Background: an optimization exercise with open tools, aiming at small area, a short achievable clock period and few clock cycles. Do not read the settings as production practice.
Where RTL was checked, it was by simulation tests only, not by an equivalence proof against the original.
No activity file was given, so power comes from the tool's default toggle rates.

## rle_codec
module rle_codec (
    input  wire        clk,
    input  wire        rst,
    input  wire        in_valid,
    output wire        in_ready,
    input  wire [7:0]  in_data,
    input  wire        in_last,
    input  wire        in_mode,
    output wire        out_valid,
    input  wire        out_ready,
    output wire [7:0]  out_data,
    output wire        done,
    output wire        err,
    output wire [15:0] err_pos
);
Size: roughly 2500 cells after synthesis, about 1500 flip-flops, roughly 42 I/O pins, roughly 38000 µm² of cells after synthesis.
clock: 6.0 ns
lec_check: 0
cap_margin: 20
core_margin: 2
core_utilization: 40
cts_buf_list: sky130_fd_sc_hd__clkbuf_8
cts_cluster_diameter: 60
cts_cluster_size: 18
place_density: 0.6
setup_slack_margin: 3.4
slew_margin: 20
run.sh (not shown) runs the stock make flow with config.mk's settings and CLKGATE_MAP_FILE= SYNTH_SCRIPT=/design/flow/synth_recipe.tcl, a recipe that flattens the netlist after the stock synthesis.
The baseline produced a clean layout.
Change:
--- a/flow/design.v
+++ b/flow/design.v
@@ -67,69 +67,47 @@
     localparam W_LITS = 2'd2;   
     localparam W_SPEC = 2'd3;   
     reg  [1:0] wf_n;            
     reg  [1:0] wk0, wk1;        
     reg  [7:0] wd0, wd1;        
     reg  [1:0] wfk [0:3];
     reg  [7:0] wfd [0:3];
     reg  [1:0] wfw, wfr;
     reg  [2:0] wf_cnt;
     reg        hflag;           
     wire       ring_wr;         
     wire       wf_pop;          
-    reg  [1:0] wf_hk;           
+    wire [1:0] wf_hk = wfk[wfr];
     wire [7:0] wf_hd = wfd[wfr];
     wire [1:0] wfw1  = wfw + 2'd1;
     always @(posedge clk) begin
         if (wf_n != 2'd0) begin
             wfk[wfw] <= wk0;
             wfd[wfw] <= wd0;
         end
         if (wf_n == 2'd2) begin
             wfk[wfw1] <= wk1;
             wfd[wfw1] <= wd1;
         end
     end
-    wire [2:0] wf_cm1 = wf_cnt - 3'd1;
-    wire [2:0] wf_cp1 = wf_cnt + 3'd1;
-    wire [2:0] wf_cp2 = wf_cnt + 3'd2;
-    reg  [2:0] wf_cnt_n;
-    always @(*) begin
-        case ({wf_pop, wf_n})
-        3'b001:  wf_cnt_n = wf_cp1;
-        3'b010:  wf_cnt_n = wf_cp2;
-        3'b100:  wf_cnt_n = wf_cm1;
-        3'b110:  wf_cnt_n = wf_cp1;
-        default: wf_cnt_n = wf_cnt;
-        endcase
-    end
-    wire [1:0] wf_hk1 = wfk[wfr + 2'd1];
-    wire       wf_e0  = (wf_cnt == 3'd0);
-    wire       wf_e1  = (wf_cnt == 3'd1);
-    always @(posedge clk) begin
-        if (wf_pop ? wf_e1 : wf_e0)
-            wf_hk <= wk0;
-        else if (wf_pop)
-            wf_hk <= wf_hk1;
-    end
     always @(posedge clk) begin
         if (rst) begin
             wfw    <= 2'd0;
             wfr    <= 2'd0;
             wf_cnt <= 3'd0;
             hflag  <= 1'b0;
         end else begin
             wfw    <= wfw + wf_n;
             wfr    <= wfr + {1'b0, wf_pop};
-            wf_cnt <= wf_cnt_n;
+            wf_cnt <= wf_cnt + {1'b0, wf_n} - {2'd0, wf_pop};
             if (wf_pop)
                 hflag <= 1'b0;
             else if (ring_wr)
                 hflag <= 1'b1;
         end
     end
     reg        lf_push;
     reg  [6:0] lf_val;
     wire       lf_pop;
     reg  [6:0] lfd [0:7];
     reg  [2:0] lfw, lfr;
     reg  [3:0] lf_cnt;
@@ -138,55 +116,46 @@
     wire [6:0] lf_h    = lfd[lfr];
     always @(posedge clk) begin
         if (lf_push) lfd[lfw] <= lf_val;
     end
     always @(posedge clk) begin
         if (rst) begin
             lfw    <= 3'd0;
             lfr    <= 3'd0;
             lf_cnt <= 4'd0;
         end else begin
             if (lf_push) lfw <= lfw + 3'd1;
             if (lf_pop)  lfr <= lfr + 3'd1;
-            case ({lf_push, lf_pop})
-            2'b10:   lf_cnt <= lf_cnt + 4'd1;
-            2'b01:   lf_cnt <= lf_cnt - 4'd1;
-            default: lf_cnt <= lf_cnt;
-            endcase
+            lf_cnt <= lf_cnt + {3'd0, lf_push} - {3'd0, lf_pop};
         end
     end
     reg  [7:0] rd [0:NR-1];
     reg        rm [0:NR-1];
     reg  [6:0] tid;
     reg  [6:0] tid1;            
     reg        rflush;          
     reg        scan;
     reg  [6:0] rp;
     reg  [6:0] nw;
     reg  [6:0] nw1;             
     reg        at_rp;           
     reg        at_nw;           
     reg        at_nw1;          
     reg        fz;              
     wire       take;
     wire       miss;
     wire       lopen;           
     wire       tap_m = rm[NR-1];
     wire [7:0] tap_d = rd[NR-1];
-    reg        tap_v, tap_f, tap_e;
-    always @(posedge clk) begin
-        tap_v <= !rm[NR-2] || rd[NR-2][7:6] != 2'b00;
-        tap_f <= rm[NR-2] && rd[NR-2][7:6] == 2'b01;
-        tap_e <= rm[NR-2] && rd[NR-2][7:6] == 2'b10 && rd[NR-2][0];
-    end
+    wire       tap_v = !tap_m || tap_d[7:6] != 2'b00;
     wire       h_flag = (wf_hk == W_LITS) && !hflag;
     wire       h_cont = (wf_hk == W_LITC) || (wf_hk == W_LITS && hflag);
     wire       wr_ok  = h_cont ? at_nw1
                       : h_flag ? (wf_cnt >= 3'd2 || !lopen)
                       : 1'b1;
     assign ring_wr = (wf_cnt != 3'd0) && (!tap_v || take || rflush) &&
                      (scan || !fz) && wr_ok;
     assign wf_pop  = ring_wr && !h_flag;
     wire       w_m = h_flag || (wf_hk == W_SPEC);
     wire [7:0] w_d = h_flag ? 8'h40 : wf_hd;
     wire       recirc = tap_v && !take && !rflush;
     integer ri;
@@ -205,26 +174,26 @@
     reg        ov;
     reg  [7:0] ob;
     reg        done_r, err_r;
     reg [15:0] errp_r;
     reg  [1:0] rs;
     assign out_valid = ov;
     assign out_data  = ob;
     assign done      = done_r;
     assign err       = err_r;
     assign err_pos   = errp_r;
     wire can_load = !ov || out_ready;
     wire at_tap   = tap_v && !rflush && (scan || at_rp);
-    wire t_flag   = tap_f && rs == R_IDLE;
-    wire t_quiet  = tap_m && (rs == R_EP1 || rs == R_EP2) || (tap_e && rs == R_IDLE);
+    wire t_flag   = tap_m && rs == R_IDLE && !tap_d[7];
+    wire t_quiet  = tap_m && (rs == R_EP1 || rs == R_EP2 || (rs == R_IDLE && tap_d[7] && tap_d[0]));
     assign take   = at_tap && (t_quiet || (can_load && (!t_flag || lf_ne)));
     assign miss   = at_tap && !take && scan;
     assign lf_pop = take && t_flag;
     wire at_rp_n = !miss && (tid1 == rp);
     always @(posedge clk) begin
         if (ring_wr) begin
             nw  <= tid;
             nw1 <= tid1;
         end
         if (scan && miss) rp <= tid;
         at_rp  <= at_rp_n;
         at_nw  <= !ring_wr && (tid1 == nw);
What happened:
- The new run passed the timing, design-rule and antenna checks
- non-clock buffer count went down by 47
- count of clock-buffer cells in the layout rose by 8
- setup slack is better by 0.20 ns
- power came out lower by a few percent
- maximum frequency went up by a few percent
Function was not checked in any run of this note: the RTL went through the layout flow alone.

========
v31:
Another version of the RTL of rle_codec (not shown whole).
Size: roughly 2,600 cells after synthesis, ~1,500 flip-flops, roughly 42 I/O pins, about 39,000 µm² of cells after synthesis.
==> flow/design.v (excerpt) <==
module rle_codec (
    input  wire        clk,
    input  wire        rst,
    input  wire        in_valid,
    output wire        in_ready,
    input  wire [7:0]  in_data,
    input  wire        in_last,
    input  wire        in_mode,
    output wire        out_valid,
    input  wire        out_ready,
    output wire [7:0]  out_data,
    output wire        done,
    output wire        err,
    output wire [15:0] err_pos
);
==> flow/config.mk <==
export PLATFORM = sky130hd
export DESIGN_NAME = rle_codec
export DESIGN_NICKNAME = rle_codec
export VERILOG_FILES = /design/flow/design.v
export SDC_FILE = /design/flow/constraint.sdc
export NUM_CORES = 4
export LEC_CHECK = 0
export CAP_MARGIN = 20
export CORE_MARGIN = 2
export CORE_UTILIZATION = 40
export CTS_BUF_LIST = sky130_fd_sc_hd__clkbuf_8
export CTS_CLUSTER_DIAMETER = 60
export CTS_CLUSTER_SIZE = 18
export PLACE_DENSITY = 0.6
export SETUP_SLACK_MARGIN = 3.0
export SLEW_MARGIN = 20
==> flow/constraint.sdc <==
create_clock -name core_clock -period 6.0 [get_ports {clk}]
set_input_delay 1.2000 -clock core_clock [delete_from_list [all_inputs] [get_ports {clk}]]
set_output_delay 1.2000 -clock core_clock [all_outputs]
set_load 0.01 [all_outputs]
v31 | stages: all done | timing, DRC, antenna: all pass
#### Input delta (v30 over v31)
--- a/flow/design.v
+++ b/flow/design.v
@@ -45,69 +45,64 @@
             sv0    <= 1'b0;
             sv1    <= 1'b0;
             in_rdy <= 1'b1;
         end else begin
             if (pop_in) begin
                 if (sv1) begin
-                    sq0 <= sq1;
-                    if (push_in) begin
-                        sq1 <= nq;
-                    end else begin
-                        sv1 <= 1'b0;
-                    end
-                end else if (push_in) begin
-                    sq0 <= nq;
-                end else begin
+                    sv1 <= 1'b0;
+                end else if (!push_in) begin
                     sv0 <= 1'b0;
                 end
                 in_rdy <= 1'b1;
             end else if (push_in) begin
                 if (sv0) begin
-                    sq1    <= nq;
                     sv1    <= 1'b1;
                     in_rdy <= 1'b0;
                 end else begin
-                    sq0 <= nq;
                     sv0 <= 1'b1;
                 end
             end
         end
     end
+    always @(posedge clk) begin
+        if (!sv1) sq1 <= nq;
+        if (pop_in ? 1'b1 : !sv0) sq0 <= (pop_in && sv1) ? sq1 : nq;
+    end
     localparam W_DATA = 2'd0;   
     localparam W_LITC = 2'd1;   
     localparam W_LITS = 2'd2;   
     localparam W_SPEC = 2'd3;   
     reg  [1:0] wf_n;            
     reg  [1:0] wk0, wk1;        
     reg  [7:0] wd0, wd1;        
     reg  [1:0] wfk [0:3];
     reg  [7:0] wfd [0:3];
     reg  [1:0] wfw, wfr;
     reg  [2:0] wf_cnt;
+    reg        wf_r1, wf_r2;    
     reg        hflag;           
     wire       ring_wr;         
     wire       wf_pop;          
     reg  [1:0] wf_hk;           
     wire [7:0] wf_hd = wfd[wfr];
     wire [1:0] wfw1  = wfw + 2'd1;
     always @(posedge clk) begin
-        if (wf_n != 2'd0) begin
+        if (wf_r1) begin
             wfk[wfw] <= wk0;
             wfd[wfw] <= wd0;
         end
-        if (wf_n == 2'd2) begin
+        if (wf_r2) begin
             wfk[wfw1] <= wk1;
             wfd[wfw1] <= wd1;
         end
     end
     wire [2:0] wf_cm1 = wf_cnt - 3'd1;
     wire [2:0] wf_cp1 = wf_cnt + 3'd1;
     wire [2:0] wf_cp2 = wf_cnt + 3'd2;
     reg  [2:0] wf_cnt_n;
     reg        wf_r1_n, wf_r2_n;
-    reg        wf_r1, wf_r2;    
     always @(*) begin
         case ({wf_pop, wf_n})
         3'b001, 3'b110: begin
             wf_cnt_n = wf_cp1; wf_r1_n = wf_cnt <= 3'd2; wf_r2_n = wf_cnt <= 3'd1;
         end
         3'b010: begin
@@ -156,13 +151,13 @@
     reg  [6:0] lfd [0:7];
     reg  [2:0] lfw, lfr;
     reg  [3:0] lf_cnt;
     reg        lf_full, lf_ne;  
     wire [6:0] lf_h    = lfd[lfr];
     always @(posedge clk) begin
-        if (lf_push) lfd[lfw] <= lf_val;
+        if (!lf_full) lfd[lfw] <= lf_val;
     end
     always @(posedge clk) begin
         if (rst) begin
             lfw     <= 3'd0;
             lfr     <= 3'd0;
             lf_cnt  <= 4'd0;
--- outcome ---
Comparing v30 and v31, number of tap cells added at floorplan is higher on v30.
Measured against v31, the post-layout total power of v30 comes out at 1.09 times the reference value.
In v30 the routed wire length on met3 turned out 230 µm higher than in v31.
v30 ends up with lower count of buffering cells on the critical path with inverters included than v31 does.
v30 against v31: net count after synthesis moved up, non-clock buffer count saw a decrease, number of non-clock inverters in the layout increased about 8%.
Between v30 and v31, it is v30 whose synthesized instance count is higher, by about 1.4%.
Taking v31 as the reference, in v30 part of the power in registers lower, final area roughly the same, fraction of the cycle the final worst path needs lower, final period demand of the worst path lower.
The run showing the smaller area overhead of the layout relative to synthesis is v30.
Area used by multi-input combinational logic across v30 and v31: no real change.
Testbench counts of v30, summed over its fixed seeds: cycles 140,343.
Only the layout flow was run in v31; the RTL was not checked for function there.

========
== v6 ==
Another version of the RTL of rle_codec (not shown whole).
Size in the first run: ~2800 cells after synthesis, roughly 1500 flip-flops.
clock: 6.0 ns
lec_check: 0
cap_margin: 20
core_margin: 2
core_utilization: 40
cts_buf_list: sky130_fd_sc_hd__clkbuf_8
cts_cluster_diameter: 60
cts_cluster_size: 18
place_density: 0.6
setup_slack_margin: 3.4
slew_margin: 20
v6 has completed all stages; timing, DRC and antenna checks passed.
Relative to v6, the following input files were edited for v7:
--- a/flow/design.v
+++ b/flow/design.v
@@ -128,15 +128,15 @@
             wf_cnt <= wf_cnt_n;
             if (wf_pop)
                 hflag <= 1'b0;
             else if (ring_wr)
                 hflag <= 1'b1;
         end
     end
-    reg        lf_push;
+    reg        lf_push;         
     reg  [6:0] lf_val;
     wire       lf_pop;
     reg  [6:0] lfd [0:7];
     reg  [2:0] lfw, lfr;
     reg  [3:0] lf_cnt;
     wire       lf_full = lf_cnt[3];
     wire       lf_ne   = (lf_cnt != 4'd0);
@@ -352,17 +352,18 @@
     wire dec_in  = (dst == D_FLAG) || (dst == D_LIT) || (dst == D_REP);
     wire eq    = hs;                
     reg  [1:0] a_n;
     reg  [1:0] a_k0, a_k1;
     reg  [7:0] a_d0, a_d1;
     reg        a_lf;
     reg  [6:0] a_lv;
-    wire room1 = (wf_cnt <= 3'd3);
-    wire room2 = (wf_cnt <= 3'd2);
-    wire lroom = !lf_full;
+    wire [2:0] wf_eff = wf_cnt + {1'b0, wf_n};
+    wire room1 = (wf_eff <= 3'd3);
+    wire room2 = (wf_eff <= 3'd2);
+    wire lroom = !lf_full && !(lf_cnt == 4'd7 && lf_push);
     wire e_run   = inrun;
     wire e_rmore = inrun && eq && rcm != 7'd127;           
     wire e_trip  = !inrun && pk == 2'd2 && eq;             
     wire e_pair  = !inrun && pk == 2'd1 && eq;             
     wire e_lit   = !inrun && pk != 2'd0 && !eq;            
     wire e_close = e_lit && (l127 || (pk == 2'd2 && l126));
     wire e_ok    = e_run   ? (e_rmore || room2)
@@ -464,22 +465,27 @@
             default: begin
                 a_k0 = W_SPEC;
                 a_d0 = {2'b11, fsp[5:0]};
             end
             endcase
         end
     end
-    always @(*) begin
-        wf_n    = a_n;
-        lf_push = a_lf;
-        wk0     = a_k0;
-        wk1     = a_k1;
-        wd0     = a_d0;
-        wd1     = a_d1;
-        lf_val  = a_lv;
+    always @(posedge clk) begin
+        if (rst) begin
+            wf_n    <= 2'd0;
+            lf_push <= 1'b0;
+        end else begin
+            wf_n    <= a_n;
+            lf_push <= a_lf;
+        end
+        wk0    <= a_k0;
+        wk1    <= a_k1;
+        wd0    <= a_d0;
+        wd1    <= a_d1;
+        lf_val <= a_lv;
     end
     localparam L_KEEP = 3'd0;
     localparam L_ZERO = 3'd1;
     localparam L_ONE  = 3'd2;
     localparam L_INC1 = 3'd3;
     localparam L_INC2 = 3'd4;
     reg  [2:0] lsel;
--- outcome ---
- ~same adder-cell share of the synthesized area in v6 and v7
- v7 vs. v6: fraction of area in multi-input gates up 0.19 points; final instance area flat; maximum frequency down 5.0 MHz.
- Switching power share of the total: v6 and v7 compared, lower one is v7
Function was not checked in any run of this note: the RTL went through the layout flow alone.

==> afterwards: timing with drivers on the ports <==
No port has a modelled driver above. Below, the same layouts with a new extraction and two added sets of constraints. Step 1: set_driving_cell puts a clkbuf_16 on clk and a buf_2 on each other input, an assumption about the parent block. Step 2 moves the port delays by t, midway between the first and last clock arrival at a register: inputs arrive t later, outputs are due t later. That takes back most of the time a late clock gives input paths. Three values: no drivers, after step 1, after step 2; two values: the first two.
| run | t, ns | slack for setup (ns) | worst setup path at the end |
|---|---|---|---|
| the first run of note 1 | 0.794 | 2.668 / 2.668 / 2.188 | input to register |
| the second run of note 1 | 0.823 | 2.867 / 2.867 / 2.303 | input to register |
| v31 | 0.812 | 3.018 / 3.018 / 2.716 | input to register |
| v30 | 0.801 | 3.093 / 3.069 / 2.751 | input to register |
| v6 | 0.799 | 3.053 / 3.053 / 2.831 | input to register |
| v7 | 0.790 | 3.009 / 3.009 / 2.720 | input to register |
After both steps every run listed still meets setup and hold. For the second run of note 1, which loses most, drivers alone change the setup slack by 0.000 ns; drivers and shift together by -0.564 ns.
